From an optimization exercise on the open Yosys and OpenROAD flow, aimed at small area, a short achievable clock period and few clock cycles per item; shortcuts taken in it are not production practice.
The RTL was checked by simulation tests, not by an equivalence proof against the original design.

<file path="design.v">
module pp_div #(
    parameter XW = 79,
    parameter YW = 56,
    parameter QW = 32
) (
    input  wire          clk,
    input  wire          rst,
    input  wire          start,
    input  wire [XW-1:0] x,
    input  wire [YW-1:0] y,
    output reg  [QW-1:0] q,
    output reg           busy
);
    reg [YW-1:0] rem;
    reg [QW-1:0] lo;       
    reg [YW-1:0] div;
    reg [6:0]    cnt;
    wire [YW:0]   shifted = {rem, lo[QW-1]};
    wire [YW+1:0] diff    = {1'b0, shifted} - {2'b00, div};
    wire          fits    = ~diff[YW+1];
    always @(posedge clk) begin
        if (rst) begin
            busy <= 1'b0;
            cnt  <= 7'd0;
        end else if (start) begin
            rem  <= {{(YW-(XW-QW)){1'b0}}, x[XW-1:QW]};
            lo   <= x[QW-1:0];
            div  <= y;
            q    <= {QW{1'b0}};
            cnt  <= 7'd0;
            busy <= 1'b1;
        end else if (busy) begin
            rem <= fits ? diff[YW-1:0] : shifted[YW-1:0];
            lo  <= {lo[QW-2:0], 1'b0};
            q   <= {q[QW-2:0], fits};
            cnt <= cnt + 7'd1;
            if (cnt == QW - 1)
                busy <= 1'b0;
        end
    end
endmodule
module pp_lnlut (
    input  wire [7:0]         h,
    output reg  signed [27:0] lnlut
);
    always @(*) begin
        case ({1'b0, h})
      9'd0: lnlut = -28'sd77261935;
      9'd1: lnlut = -28'sd77261935;
      9'd2: lnlut = -28'sd77261935;
      9'd3: lnlut = -28'sd74600984;
      9'd4: lnlut = -28'sd69774480;
      9'd5: lnlut = -28'sd66030752;
      9'd6: lnlut = -28'sd62971904;
      9'd7: lnlut = -28'sd60385685;
      9'd8: lnlut = -28'sd58145400;
      9'd9: lnlut = -28'sd56169328;
      9'd10: lnlut = -28'sd54401672;
      9'd11: lnlut = -28'sd52802633;
      9'd12: lnlut = -28'sd51342824;
      9'd13: lnlut = -28'sd49999930;
      9'd14: lnlut = -28'sd48756605;
      9'd15: lnlut = -28'sd47599097;
      9'd16: lnlut = -28'sd46516320;
      9'd17: lnlut = -28'sd45499207;
      9'd18: lnlut = -28'sd44540248;
      9'd19: lnlut = -28'sd43633151;
      9'd20: lnlut = -28'sd42772592;
      9'd21: lnlut = -28'sd41954029;
      9'd22: lnlut = -28'sd41173553;
      9'd23: lnlut = -28'sd40427776;
      9'd24: lnlut = -28'sd39713744;
      9'd25: lnlut = -28'sd39028865;
      9'd26: lnlut = -28'sd38370850;
      9'd27: lnlut = -28'sd37737673;
      9'd28: lnlut = -28'sd37127525;
      9'd29: lnlut = -28'sd36538790;
      9'd30: lnlut = -28'sd35970017;
      9'd31: lnlut = -28'sd35419895;
      9'd32: lnlut = -28'sd34887240;
      9'd33: lnlut = -28'sd34370977;
      9'd34: lnlut = -28'sd33870128;
      9'd35: lnlut = -28'sd33383797;
      9'd36: lnlut = -28'sd32911168;
      9'd37: lnlut = -28'sd32451490;
      9'd38: lnlut = -28'sd32004071;
      9'd39: lnlut = -28'sd31568275;
      9'd40: lnlut = -28'sd31143512;
      9'd41: lnlut = -28'sd30729239;
      9'd42: lnlut = -28'sd30324949;
      9'd43: lnlut = -28'sd29930173;
      9'd44: lnlut = -28'sd29544473;
      9'd45: lnlut = -28'sd29167441;
      9'd46: lnlut = -28'sd28798696;
      9'd47: lnlut = -28'sd28437882;
      9'd48: lnlut = -28'sd28084664;
      9'd49: lnlut = -28'sd27738730;
      9'd50: lnlut = -28'sd27399785;
      9'd51: lnlut = -28'sd27067552;
      9'd52: lnlut = -28'sd26741770;
      9'd53: lnlut = -28'sd26422195;
      9'd54: lnlut = -28'sd26108593;
      9'd55: lnlut = -28'sd25800745;
      9'd56: lnlut = -28'sd25498445;
      9'd57: lnlut = -28'sd25201495;
      9'd58: lnlut = -28'sd24909710;
      9'd59: lnlut = -28'sd24622913;
      9'd60: lnlut = -28'sd24340937;
      9'd61: lnlut = -28'sd24063621;
      9'd62: lnlut = -28'sd23790815;
      9'd63: lnlut = -28'sd23522374;
      9'd64: lnlut = -28'sd23258160;
      9'd65: lnlut = -28'sd22998043;
      9'd66: lnlut = -28'sd22741897;
      9'd67: lnlut = -28'sd22489603;
      9'd68: lnlut = -28'sd22241048;
      9'd69: lnlut = -28'sd21996120;
      9'd70: lnlut = -28'sd21754717;
      9'd71: lnlut = -28'sd21516739;
      9'd72: lnlut = -28'sd21282089;
      9'd73: lnlut = -28'sd21050675;
      9'd74: lnlut = -28'sd20822410;
      9'd75: lnlut = -28'sd20597209;
      9'd76: lnlut = -28'sd20374991;
      9'd77: lnlut = -28'sd20155678;
      9'd78: lnlut = -28'sd19939195;
      9'd79: lnlut = -28'sd19725469;
      9'd80: lnlut = -28'sd19514432;
      9'd81: lnlut = -28'sd19306017;
      9'd82: lnlut = -28'sd19100159;
      9'd83: lnlut = -28'sd18896796;
      9'd84: lnlut = -28'sd18695869;
      9'd85: lnlut = -28'sd18497320;
      9'd86: lnlut = -28'sd18301093;
      9'd87: lnlut = -28'sd18107135;
      9'd88: lnlut = -28'sd17915393;
      9'd89: lnlut = -28'sd17725818;
      9'd90: lnlut = -28'sd17538361;
      9'd91: lnlut = -28'sd17352975;
      9'd92: lnlut = -28'sd17169616;
      9'd93: lnlut = -28'sd16988239;
      9'd94: lnlut = -28'sd16808802;
      9'd95: lnlut = -28'sd16631263;
      9'd96: lnlut = -28'sd16455584;
      9'd97: lnlut = -28'sd16281726;
      9'd98: lnlut = -28'sd16109650;
      9'd99: lnlut = -28'sd15939321;
      9'd100: lnlut = -28'sd15770705;
      9'd101: lnlut = -28'sd15603766;
      9'd102: lnlut = -28'sd15438472;
      9'd103: lnlut = -28'sd15274790;
      9'd104: lnlut = -28'sd15112690;
      9'd105: lnlut = -28'sd14952142;
      9'd106: lnlut = -28'sd14793115;
      9'd107: lnlut = -28'sd14635581;
      9'd108: lnlut = -28'sd14479513;
      9'd109: lnlut = -28'sd14324883;
      9'd110: lnlut = -28'sd14171665;
      9'd111: lnlut = -28'sd14019834;
      9'd112: lnlut = -28'sd13869365;
      9'd113: lnlut = -28'sd13720233;
      9'd114: lnlut = -28'sd13572415;
      9'd115: lnlut = -28'sd13425889;
      9'd116: lnlut = -28'sd13280630;
      9'd117: lnlut = -28'sd13136619;
      9'd118: lnlut = -28'sd12993833;
      9'd119: lnlut = -28'sd12852253;
      9'd120: lnlut = -28'sd12711857;
      9'd121: lnlut = -28'sd12572626;
      9'd122: lnlut = -28'sd12434541;
      9'd123: lnlut = -28'sd12297583;
      9'd124: lnlut = -28'sd12161735;
      9'd125: lnlut = -28'sd12026977;
      9'd126: lnlut = -28'sd11893294;
      9'd127: lnlut = -28'sd11760667;
      9'd128: lnlut = -28'sd11629080;
      9'd129: lnlut = -28'sd11498517;
      9'd130: lnlut = -28'sd11368963;
      9'd131: lnlut = -28'sd11240401;
      9'd132: lnlut = -28'sd11112817;
      9'd133: lnlut = -28'sd10986196;
      9'd134: lnlut = -28'sd10860523;
      9'd135: lnlut = -28'sd10735785;
      9'd136: lnlut = -28'sd10611968;
      9'd137: lnlut = -28'sd10489057;
      9'd138: lnlut = -28'sd10367040;
      9'd139: lnlut = -28'sd10245905;
      9'd140: lnlut = -28'sd10125637;
      9'd141: lnlut = -28'sd10006226;
      9'd142: lnlut = -28'sd9887659;
      9'd143: lnlut = -28'sd9769923;
      9'd144: lnlut = -28'sd9653009;
      9'd145: lnlut = -28'sd9536903;
      9'd146: lnlut = -28'sd9421595;
      9'd147: lnlut = -28'sd9307074;
      9'd148: lnlut = -28'sd9193330;
      9'd149: lnlut = -28'sd9080352;
      9'd150: lnlut = -28'sd8968129;
      9'd151: lnlut = -28'sd8856652;
      9'd152: lnlut = -28'sd8745911;
      9'd153: lnlut = -28'sd8635896;
      9'd154: lnlut = -28'sd8526598;
      9'd155: lnlut = -28'sd8418007;
      9'd156: lnlut = -28'sd8310115;
      9'd157: lnlut = -28'sd8202912;
      9'd158: lnlut = -28'sd8096389;
      9'd159: lnlut = -28'sd7990539;
      9'd160: lnlut = -28'sd7885352;
      9'd161: lnlut = -28'sd7780821;
      9'd162: lnlut = -28'sd7676937;
      9'd163: lnlut = -28'sd7573692;
      9'd164: lnlut = -28'sd7471079;
      9'd165: lnlut = -28'sd7369090;
      9'd166: lnlut = -28'sd7267716;
      9'd167: lnlut = -28'sd7166952;
      9'd168: lnlut = -28'sd7066789;
      9'd169: lnlut = -28'sd6967221;
      9'd170: lnlut = -28'sd6868240;
      9'd171: lnlut = -28'sd6769840;
      9'd172: lnlut = -28'sd6672013;
      9'd173: lnlut = -28'sd6574754;
      9'd174: lnlut = -28'sd6478055;
      9'd175: lnlut = -28'sd6381910;
      9'd176: lnlut = -28'sd6286313;
      9'd177: lnlut = -28'sd6191258;
      9'd178: lnlut = -28'sd6096738;
      9'd179: lnlut = -28'sd6002748;
      9'd180: lnlut = -28'sd5909281;
      9'd181: lnlut = -28'sd5816332;
      9'd182: lnlut = -28'sd5723895;
      9'd183: lnlut = -28'sd5631965;
      9'd184: lnlut = -28'sd5540536;
      9'd185: lnlut = -28'sd5449602;
      9'd186: lnlut = -28'sd5359159;
      9'd187: lnlut = -28'sd5269201;
      9'd188: lnlut = -28'sd5179722;
      9'd189: lnlut = -28'sd5090718;
      9'd190: lnlut = -28'sd5002184;
      9'd191: lnlut = -28'sd4914114;
      9'd192: lnlut = -28'sd4826504;
      9'd193: lnlut = -28'sd4739350;
      9'd194: lnlut = -28'sd4652646;
      9'd195: lnlut = -28'sd4566387;
      9'd196: lnlut = -28'sd4480570;
      9'd197: lnlut = -28'sd4395190;
      9'd198: lnlut = -28'sd4310242;
      9'd199: lnlut = -28'sd4225721;
      9'd200: lnlut = -28'sd4141625;
      9'd201: lnlut = -28'sd4057948;
      9'd202: lnlut = -28'sd3974686;
      9'd203: lnlut = -28'sd3891835;
      9'd204: lnlut = -28'sd3809392;
      9'd205: lnlut = -28'sd3727352;
      9'd206: lnlut = -28'sd3645710;
      9'd207: lnlut = -28'sd3564465;
      9'd208: lnlut = -28'sd3483610;
      9'd209: lnlut = -28'sd3403144;
      9'd210: lnlut = -28'sd3323062;
      9'd211: lnlut = -28'sd3243360;
      9'd212: lnlut = -28'sd3164035;
      9'd213: lnlut = -28'sd3085083;
      9'd214: lnlut = -28'sd3006501;
      9'd215: lnlut = -28'sd2928285;
      9'd216: lnlut = -28'sd2850433;
      9'd217: lnlut = -28'sd2772940;
      9'd218: lnlut = -28'sd2695803;
      9'd219: lnlut = -28'sd2619019;
      9'd220: lnlut = -28'sd2542585;
      9'd221: lnlut = -28'sd2466498;
      9'd222: lnlut = -28'sd2390754;
      9'd223: lnlut = -28'sd2315351;
      9'd224: lnlut = -28'sd2240285;
      9'd225: lnlut = -28'sd2165553;
      9'd226: lnlut = -28'sd2091153;
      9'd227: lnlut = -28'sd2017082;
      9'd228: lnlut = -28'sd1943335;
      9'd229: lnlut = -28'sd1869912;
      9'd230: lnlut = -28'sd1796809;
      9'd231: lnlut = -28'sd1724022;
      9'd232: lnlut = -28'sd1651550;
      9'd233: lnlut = -28'sd1579390;
      9'd234: lnlut = -28'sd1507539;
      9'd235: lnlut = -28'sd1435994;
      9'd236: lnlut = -28'sd1364753;
      9'd237: lnlut = -28'sd1293814;
      9'd238: lnlut = -28'sd1223173;
      9'd239: lnlut = -28'sd1152828;
      9'd240: lnlut = -28'sd1082777;
      9'd241: lnlut = -28'sd1013017;
      9'd242: lnlut = -28'sd943546;
      9'd243: lnlut = -28'sd874361;
      9'd244: lnlut = -28'sd805461;
      9'd245: lnlut = -28'sd736842;
      9'd246: lnlut = -28'sd668503;
      9'd247: lnlut = -28'sd600442;
      9'd248: lnlut = -28'sd532655;
      9'd249: lnlut = -28'sd465141;
      9'd250: lnlut = -28'sd397897;
      9'd251: lnlut = -28'sd330922;
      9'd252: lnlut = -28'sd264214;
      9'd253: lnlut = -28'sd197769;
      9'd254: lnlut = -28'sd131587;
      9'd255: lnlut = -28'sd65664;
      9'd256: lnlut = 28'sd0;
      default: lnlut = 28'sd0;
        endcase
    end
endmodule
module pp_dewpoint (
    input  wire               clk,
    input  wire               rst,
    input  wire               start,
    input  wire signed [15:0] t_in,
    input  wire [7:0]         h_in,
    output wire               busy,
    output wire [31:0]        dew
);
    localparam S_IDLE = 2'd0, S_LD = 2'd1, S_NM = 2'd2, S_DIV = 2'd3;
    reg [1:0] state;
    wire signed [27:0] lut_out;
    pp_lnlut u_lut (.h(h_in), .lnlut(lut_out));
    reg signed [15:0] t_r;
    reg signed [27:0] l_r;
    reg signed [22:0] d_r;        
    wire signed [63:0] n_w = $signed(l_r) * $signed(d_r)
                           + 64'sd7392460800 * $signed(t_r);
    wire signed [63:0] m_w = 64'sd295698432 * $signed(d_r) - n_w;
    reg signed [50:0] n_r;        
    reg        [49:0] m_r;        
    wire signed [50:0] n_neg = -n_r;
    wire        [49:0] n_abs = n_r[50] ? n_neg[49:0] : n_r[49:0];
    wire        [78:0] num   = ({29'd0, n_abs} * 79'd398196736) * 79'd2
                             + {29'd0, m_r} * 79'd25;
    wire        [55:0] den   = {6'd0, m_r} * 56'd50;
    reg         neg;
    reg         div_start;
    wire        div_busy;
    wire [31:0] q;
    pp_div #(.XW(79), .YW(56), .QW(32)) u_div (
        .clk(clk), .rst(rst), .start(div_start),
        .x(num), .y(den), .q(q), .busy(div_busy)
    );
    assign busy = (state != S_IDLE);
    assign dew  = neg ? -q : q;
    always @(posedge clk) begin
        if (rst) begin
            state     <= S_IDLE;
            div_start <= 1'b0;
        end else begin
            div_start <= 1'b0;
            case (state)
                S_IDLE: if (start) begin
                    t_r   <= t_in;
                    l_r   <= lut_out;
                    d_r   <= 23'sd25 * t_in + 23'sd1555456;
                    state <= S_LD;
                end
                S_LD: begin
                    n_r   <= n_w[50:0];
                    m_r   <= m_w[49:0];
                    state <= S_NM;
                end
                S_NM: begin
                    neg       <= n_r[50];
                    div_start <= 1'b1;
                    state     <= S_DIV;
                end
                S_DIV: if (!div_start && !div_busy)
                    state <= S_IDLE;
            endcase
        end
    end
endmodule
module payload_parser (
    input  wire        clk,
    input  wire        rst,        
    input  wire        we,
    input  wire [6:0]  addr,
    input  wire [31:0] wdata,
    output reg  [31:0] rdata,
    output wire        irq
);
    localparam P_IDLE = 2'd0, P_HDR = 2'd1, P_WALK = 2'd2, P_DONE = 2'd3;
    localparam E_NONE = 2'd0, E_PORT = 2'd1, E_FORMAT = 2'd2, E_TRUNC = 2'd3;
    localparam [31:0] ERROR_NONE_WORD = 32'h6E6F6E65;
    reg [31:0] port_r;
    reg [7:0]  plen;
    reg [7:0]  pbuf [0:15];
    reg        ie;
    reg [1:0]  phase;
    reg [3:0]  widx;
    reg [3:0]  cur;
    reg [7:0]  flags;
    reg [1:0]  err;
    reg [6:0]  valid;
    reg [31:0] rec [0:6];
    reg        env_wait;           
    wire busy_phase = (phase == P_HDR) || (phase == P_WALK);
    assign irq = (phase == P_DONE) && ie;
    wire        is_pbuf  = (addr[6:4] == 3'b100);
    wire        is_word  = ~addr[6];
    wire [3:0]  word     = addr[5:2];
    wire wr_ctrl = we && is_word && (word == 4'h0);
    wire wr_port = we && is_word && (word == 4'h2);
    wire wr_plen = we && is_word && (word == 4'h3);
    wire wr_pbuf = we && is_pbuf;
    wire cmd_clear = wr_ctrl && wdata[1];
    wire cmd_start = wr_ctrl && !wdata[1] && wdata[0];
    wire [31:0] status = {22'd0, phase, 2'd0, err, 1'b0,
                          (phase == P_DONE) && (err == E_NONE),
                          (phase == P_DONE), busy_phase};
    always @(*) begin
        rdata = 32'd0;
        if (is_pbuf) begin
            rdata = {24'd0, pbuf[addr[3:0]]};
        end else if (is_word) begin
            case (word)
                4'h0: rdata = {29'd0, ie, 2'b00};
                4'h1: rdata = status;
                4'h2: rdata = port_r;
                4'h3: rdata = {24'd0, plen};
                4'h4: rdata = {24'd0, flags};
                4'h5: rdata = {28'd0, cur};
                4'h6: rdata = {28'd0, widx};
                4'h7: rdata = {25'd0, valid};
                4'h8: rdata = rec[0];
                4'h9: rdata = rec[1];
                4'hA: rdata = rec[2];
                4'hB: rdata = rec[3];
                4'hC: rdata = rec[4];
                4'hD: rdata = rec[5];
                4'hE: rdata = rec[6];
                default: rdata = 32'd0;
            endcase
        end
    end
    wire [7:0] b0 = pbuf[cur];
    wire [7:0] b1 = pbuf[cur + 4'd1];
    wire [7:0] b2 = pbuf[cur + 4'd2];
    wire [7:0] b3 = pbuf[cur + 4'd3];
    wire [7:0] b4 = pbuf[cur + 4'd4];
    wire [8:0] cur_end2 = {5'd0, cur} + 9'd2;
    wire [8:0] cur_end1 = {5'd0, cur} + 9'd1;
    wire [8:0] cur_end5 = {5'd0, cur} + 9'd5;
    wire fits2 = cur_end2 <= {1'b0, plen};
    wire fits1 = cur_end1 <= {1'b0, plen};
    wire fits5 = cur_end5 <= {1'b0, plen};
    wire flag_set = flags[widx[2:0]];
    wire signed [15:0] t_raw = {b0, b1};
    wire        [15:0] p_raw = {b2, b3};
    wire        [7:0]  h_raw = b4;
    reg  env_start;
    wire dew_busy;
    wire pdiv_busy;
    wire [31:0] dew;
    wire [31:0] p_q;
    pp_dewpoint u_dew (
        .clk(clk), .rst(rst), .start(env_start),
        .t_in(t_raw), .h_in(h_raw), .busy(dew_busy), .dew(dew)
    );
    wire [34:0] p_num = {2'b00, p_raw, 17'd0} + 35'd25;
    pp_div #(.XW(35), .YW(6), .QW(32)) u_pdiv (
        .clk(clk), .rst(rst), .start(env_start),
        .x(p_num), .y(6'd50), .q(p_q), .busy(pdiv_busy)
    );
    wire env_ready = env_wait && !env_start && !dew_busy && !pdiv_busy;
    wire [31:0] tempc_w = {{8{t_raw[15]}}, t_raw, 8'd0};
    wire [31:0] rh_w    = {h_raw, 8'd0} * 32'd100;
    integer i;
    task clear_results;
        begin
            valid <= 7'd0;
            for (i = 0; i < 7; i = i + 1)
                rec[i] <= 32'd0;
        end
    endtask
    always @(posedge clk) begin
        if (rst) begin
            port_r    <= 32'd0;
            plen      <= 8'd0;
            for (i = 0; i < 16; i = i + 1)
                pbuf[i] <= 8'd0;
            ie        <= 1'b0;
            phase     <= P_IDLE;
            widx      <= 4'd0;
            cur       <= 4'd0;
            flags     <= 8'd0;
            err       <= E_NONE;
            env_wait  <= 1'b0;
            env_start <= 1'b0;
            clear_results;
        end else begin
            env_start <= 1'b0;
            if (wr_ctrl)
                ie <= wdata[2];
            if (!busy_phase) begin
                if (wr_port) port_r <= wdata;
                if (wr_plen) plen <= wdata[7:0];
                if (wr_pbuf) pbuf[addr[3:0]] <= wdata[7:0];
                if (cmd_clear || cmd_start) begin
                    clear_results;
                    flags <= 8'd0;
                    cur   <= 4'd0;
                    widx  <= 4'd0;
                    err   <= E_NONE;
                    phase <= cmd_start ? P_HDR : P_IDLE;
                end
            end
            case (phase)
                P_HDR: begin
                    if (port_r != 32'd1) begin
                        err <= E_PORT;  phase <= P_DONE;
                    end else if (plen < 8'd1) begin
                        err <= E_TRUNC; phase <= P_DONE;
                    end else if (pbuf[0] != 8'h27) begin
                        err <= E_FORMAT; phase <= P_DONE;
                    end else if (plen < 8'd2) begin
                        err <= E_TRUNC; phase <= P_DONE;
                    end else begin
                        flags <= pbuf[1];
                        cur   <= 4'd2;
                        widx  <= 4'd0;
                        phase <= P_WALK;
                    end
                end
                P_WALK: begin
                    if (widx == 4'd8) begin
                        phase <= P_DONE;                        
                    end else if (!flag_set) begin
                        widx <= widx + 4'd1;                    
                    end else begin
                        case (widx)
                            4'd0: begin                         
                                if (!fits2) begin
                                    err <= E_TRUNC; phase <= P_DONE;
                                    clear_results;
                                end else begin
                                    rec[0]   <= {{12{b0[7]}}, b0, b1, 4'd0};
                                    valid[0] <= 1'b1;
                                    cur      <= cur + 4'd2;
                                    widx     <= widx + 4'd1;
                                end
                            end
                            4'd1: begin                         
                                if (!fits1) begin
                                    err <= E_TRUNC; phase <= P_DONE;
                                    clear_results;
                                end else begin
                                    rec[1]   <= {24'd0, b0};
                                    valid[1] <= 1'b1;
                                    cur      <= cur + 4'd1;
                                    widx     <= widx + 4'd1;
                                end
                            end
                            4'd3: begin                         
                                if (!fits5) begin
                                    err <= E_TRUNC; phase <= P_DONE;
                                    clear_results;
                                end else if (!env_wait) begin
                                    env_start <= 1'b1;
                                    env_wait  <= 1'b1;
                                end else if (env_ready) begin
                                    rec[2]   <= tempc_w;
                                    rec[3]   <= p_q;
                                    rec[4]   <= rh_w;
                                    rec[5]   <= dew;
                                    rec[6]   <= ERROR_NONE_WORD;
                                    valid[6:2] <= 5'b11111;
                                    env_wait <= 1'b0;
                                    cur      <= cur + 4'd5;
                                    widx     <= widx + 4'd1;
                                end
                            end
                            default: widx <= widx + 4'd1;       
                        endcase
                    end
                end
                default: ;
            endcase
        end
    end
endmodule
</file>
<file path="constraint.sdc">
create_clock -name core_clock -period 12.5 [get_ports {clk}]
set_input_delay 2.5000 -clock core_clock [delete_from_list [all_inputs] [get_ports {clk}]]
set_output_delay 2.5000 -clock core_clock [all_outputs]
set_load 0.01 [all_outputs]
</file>
<file path="config.mk">
export PLATFORM = sky130hd
export DESIGN_NAME = payload_parser
export DESIGN_NICKNAME = payload_parser
export VERILOG_FILES = /design/flow/design.v
export SDC_FILE = /design/flow/constraint.sdc
export NUM_CORES = 4
export LEC_CHECK = 0
export CAP_MARGIN = 20
export CORE_MARGIN = 2
export CORE_UTILIZATION = 40
export SLEW_MARGIN = 20
export SYNTH_MEMORY_MAX_BITS = 8192
</file>
<file path="run.sh">
#!/bin/bash
# synth_recipe.tcl (not shown) runs the flow's synth.tcl, then flattens the netlist and writes it again
# the make line also repeats each setting of config.mk as NAME=value (left out here)
make -C /OpenROAD-flow-scripts/flow DESIGN_CONFIG=/design/flow/config.mk WORK_HOME=/design/flow/orfs CLKGATE_MAP_FILE= SYNTH_SCRIPT=/design/flow/synth_recipe.tcl finish
</file>
==> out/results.ini <==
[sta]
min_period_ps=11770
hold_viol=0
post-route-period-util_pct=94.1
max_freq_ghz=0.0850
skew_ps=74.2
holdWs_ps=452
finalMaxSlewViolations=0
setup_viol=0
relSlewSlack_pct=18.1
worst_slew_pin_slew_ps=1220
grt_setup_unrepaired=false
setup_tns_ps=0

[global_routing]
grt-ovfl-total=0
antenna_found_initial=12
grt_max_degree=131
grtUsageTotal_pct=26.8
grt_pass1_vias=87936
grt_pass1_wl_mm=552

[clock_tree]
cts_root_buffer=clkbuf_16
htreeDepth=3
clkLatencyLatePin_ps=810
path_clk_slew_ps=60
clock-sinks=850
postCtsSetupRepairBufs=0
cts_tree=done
post_cts_resized=0
postCtsHoldBufs=0
cts_buffers=101
clockBufferDepth=3

[placed_design]
dpl.hpwl_mm=280
io_buffers=74
place.gp.congestion=1.02

[setup_path]
rr_startpoint=u_dew.t_r[6]
worstReg2RegEnd=u_dew.m_r[49]
cp.required_ps=13010
end_kind=flop
worstPathArrival_ps=12270
crit_slowest_cell=fa_1
cp_top_family=adder cells
r2r_cells=45
crit_buf_inv=9
crit_top_cell=fa_1
cp_max_fo=7
slowest_delay_ps=560
worstSetupStartpointType=flop
r2r_slack_ps=730
crit_type=reg2reg

[worst_hold_path]
min_from=rec[6][6]
whs_path_depth=1
timing.hold.worst.class=reg2reg
worstHoldEndpoint=rec[6][6]

[logic_synthesis]
synthDistinctLibCells=98
synth_nets=13616
ys.flop_type=edfxtp_1
avgSynthCellArea_um2=9.37
synth_fa_ha_area_share_pct=34.5
ys_ff_latch=850
synth_top_family_by_area=adder cells
yosysWarningCount=6
synthCells=11376
muxShareOfSynthArea_pct=5.05
synth_compound_area_share_pct=13.8
synthSimpleGateAreaFrac_pct=13.0
syn_area_mm2=0.107
synth_edf_count=537
synthXorXnorAreaFrac_pct=3.85
synth-async-reset-ratio_pct=0
yosysSeqAreaShare_pct=21.0

[floorplan]
start_util_pct=40.2
die_area_mm2=0.271
num_io_pins=75
coreArea_mm2=0.265
die_x_um=520
die_h_um=520
row_count=189

[drt]
ant_nets=0
top_layer=met5
vias_per_cell=5.75
met3WireLength_mm=27.3
drt-met1-wl_mm=146
drt_wl_total_mm=366
drcViolationCount=0
routedWlPerCell_um=24.6
first_iter_violations=7697
routed-via-count=85533
first_pass_iters=7
dr_wl_met2_mm=172

[status]
outcome=complete, no violations

[layout]
layout-drive-gt1-share_pct=7.37
final_cell_mix=inv_1, fa_1, nand2_1
fin_nets=13486
layout_commonest_cell=inv_1
syn2layout_area_growth_pct=8.37

[flow_run]
cap_violations=0

state kept, by name (all words and copies together), names as in the netlist, 7 cells and up:
register and flops:
u_dew.u_div.rem 56, u_dew.u_div.lo 32, u_pdiv.cnt 7, pbuf 128
u_dew.u_div.cnt 7, u_dew.u_div.div 55, flags 8, plen 8
u_dew.l_r 27, port_r 32, rec 224, u_dew.m_r 50
u_dew.t_r 13, u_pdiv.q 32, u_dew.u_div.q 32, u_dew.n_r 50
u_pdiv.lo 32, u_dew.d_r 23, valid 7
through the flow:
| stage | instance area [um^2] | utilization [%] | setup slack [ps] | instances |
|---|---|---|---|---|
| after global routing | 115000 | 43.6 | 26.8 | 14869 |
| after global placement | 112000 | 42.2 | 456 | 14674 |
| after floorplan | 107000 | - | 1150 | 11376 |
| after CTS | 115000 | 43.5 | 555 | 14866 |
| after detailed placement | 112000 | 42.2 | 569 | 14675 |
| final | 115000 | 43.6 | 735 | 14872 |
worst register-to-register path: cells and delay by family, from the launching register on:
kind | cells | cell delay [ps]
compound gates | 11 | 1540
xor+xnor | 4 | 870
fa+ha+maj | 15 | 6890
buf+inv | 9 | 470
flops | 1 | 510
simple gates | 6 | 1220
how the worst max path moves through the flow:
stage                             from  slack (ps)            end  cells after the start
final                     u_dew.t_r[6]         730  u_dew.m_r[49]                     45
after global routing      u_dew.t_r[5]          30  u_dew.m_r[49]                     47
after CTS                 u_dew.t_r[7]         560  u_dew.m_r[49]                     47
after detailed placement  u_dew.d_r[0]         570  u_dew.m_r[49]                     42
after global placement    u_dew.d_r[2]         460  u_dew.m_r[49]                     47
after floorplan           u_dew.d_r[2]        1150  u_dew.m_r[49]                     48
layer usage:
| layer | up-vias | GRT usage (%) |
|---|---|---|
| met5 | - | 0 |
| li1 | 38173 | - |
| met2 | 3535 | 44.5 |
| met1 | 42942 | 33.7 |
| met3 | 877 | 4.71 |
| met4 | 6 | 12.8 |
logic make-up after synthesis:
logic type,count (synthesis)
simple gates,2873
xor+xnor,466
flops,850
buf+inv,2489
compound gates,2219
mux,281
fa+ha+maj,2198
cell type report:
cell class,instances,area [um^2]
repair buffers,335,2790
well taps,3533,4420
multi-input cells,8037,75200
diodes,5,12.5
clock buffers,132,2730
flip-flops and latches,850,22400
clock inverters,59,746
fillers,25472,150000
inverters,1921,7210
Yosys cell counts, types with 130 or more instances:
library cell | instances | share of area [%]
mux4_2 | 200 | 4.2
a21oi_1 | 613 | 2.9
a21o_1 | 182 | 1.3
nand2_1 | 993 | 3.5
a22oi_1 | 187 | 1.3
inv_1 | 1914 | 6.7
nor2_1 | 573 | 2.0
dfxtp_1 | 313 | 5.9
nor2b_1 | 130 | 0.76
and2_1 | 338 | 2.0
clkbuf_1 | 509 | 1.8
xor2_1 | 167 | 1.4
fa_1 | 1227 | 23
nor3_1 | 144 | 0.68
nand3_1 | 177 | 0.83
xnor2_1 | 297 | 2.4
ha_1 | 971 | 11
o21ai_0 | 371 | 1.7
edfxtp_1 | 537 | 15
Testbench counts, summed over its fixed seeds: cycles 30,854, items 480.

-- separate check: timing with driven ports --
In the flow no input, the clock included, has a driving cell. The finished layout below was timed again as built, in two steps.
Step 1, drivers: a clkbuf_16 drives clk and a buf_2 each remaining input, both assumed.
Step 2, shift: input delay + t, output delay - t, t = (earliest + latest rising clock arrival at the registers) / 2. This alone moves slack from input paths to output paths.
Slacks: ideal / step 1 / step 2; pairs: ideal / step 1.
t, ns: 0.863
slack for setup (ns): 0.735 / 0.735 / 0.735
slew at the worst register clock pin (ns): 0.08 / 0.08
worst data-port slew with drivers (ns): 0.04
pins driven straight from the clock port: 1
After both steps setup and hold are still met in this run. For this run, drivers alone change the setup slack by 0.000 ns; drivers and shift together by 0.000 ns.
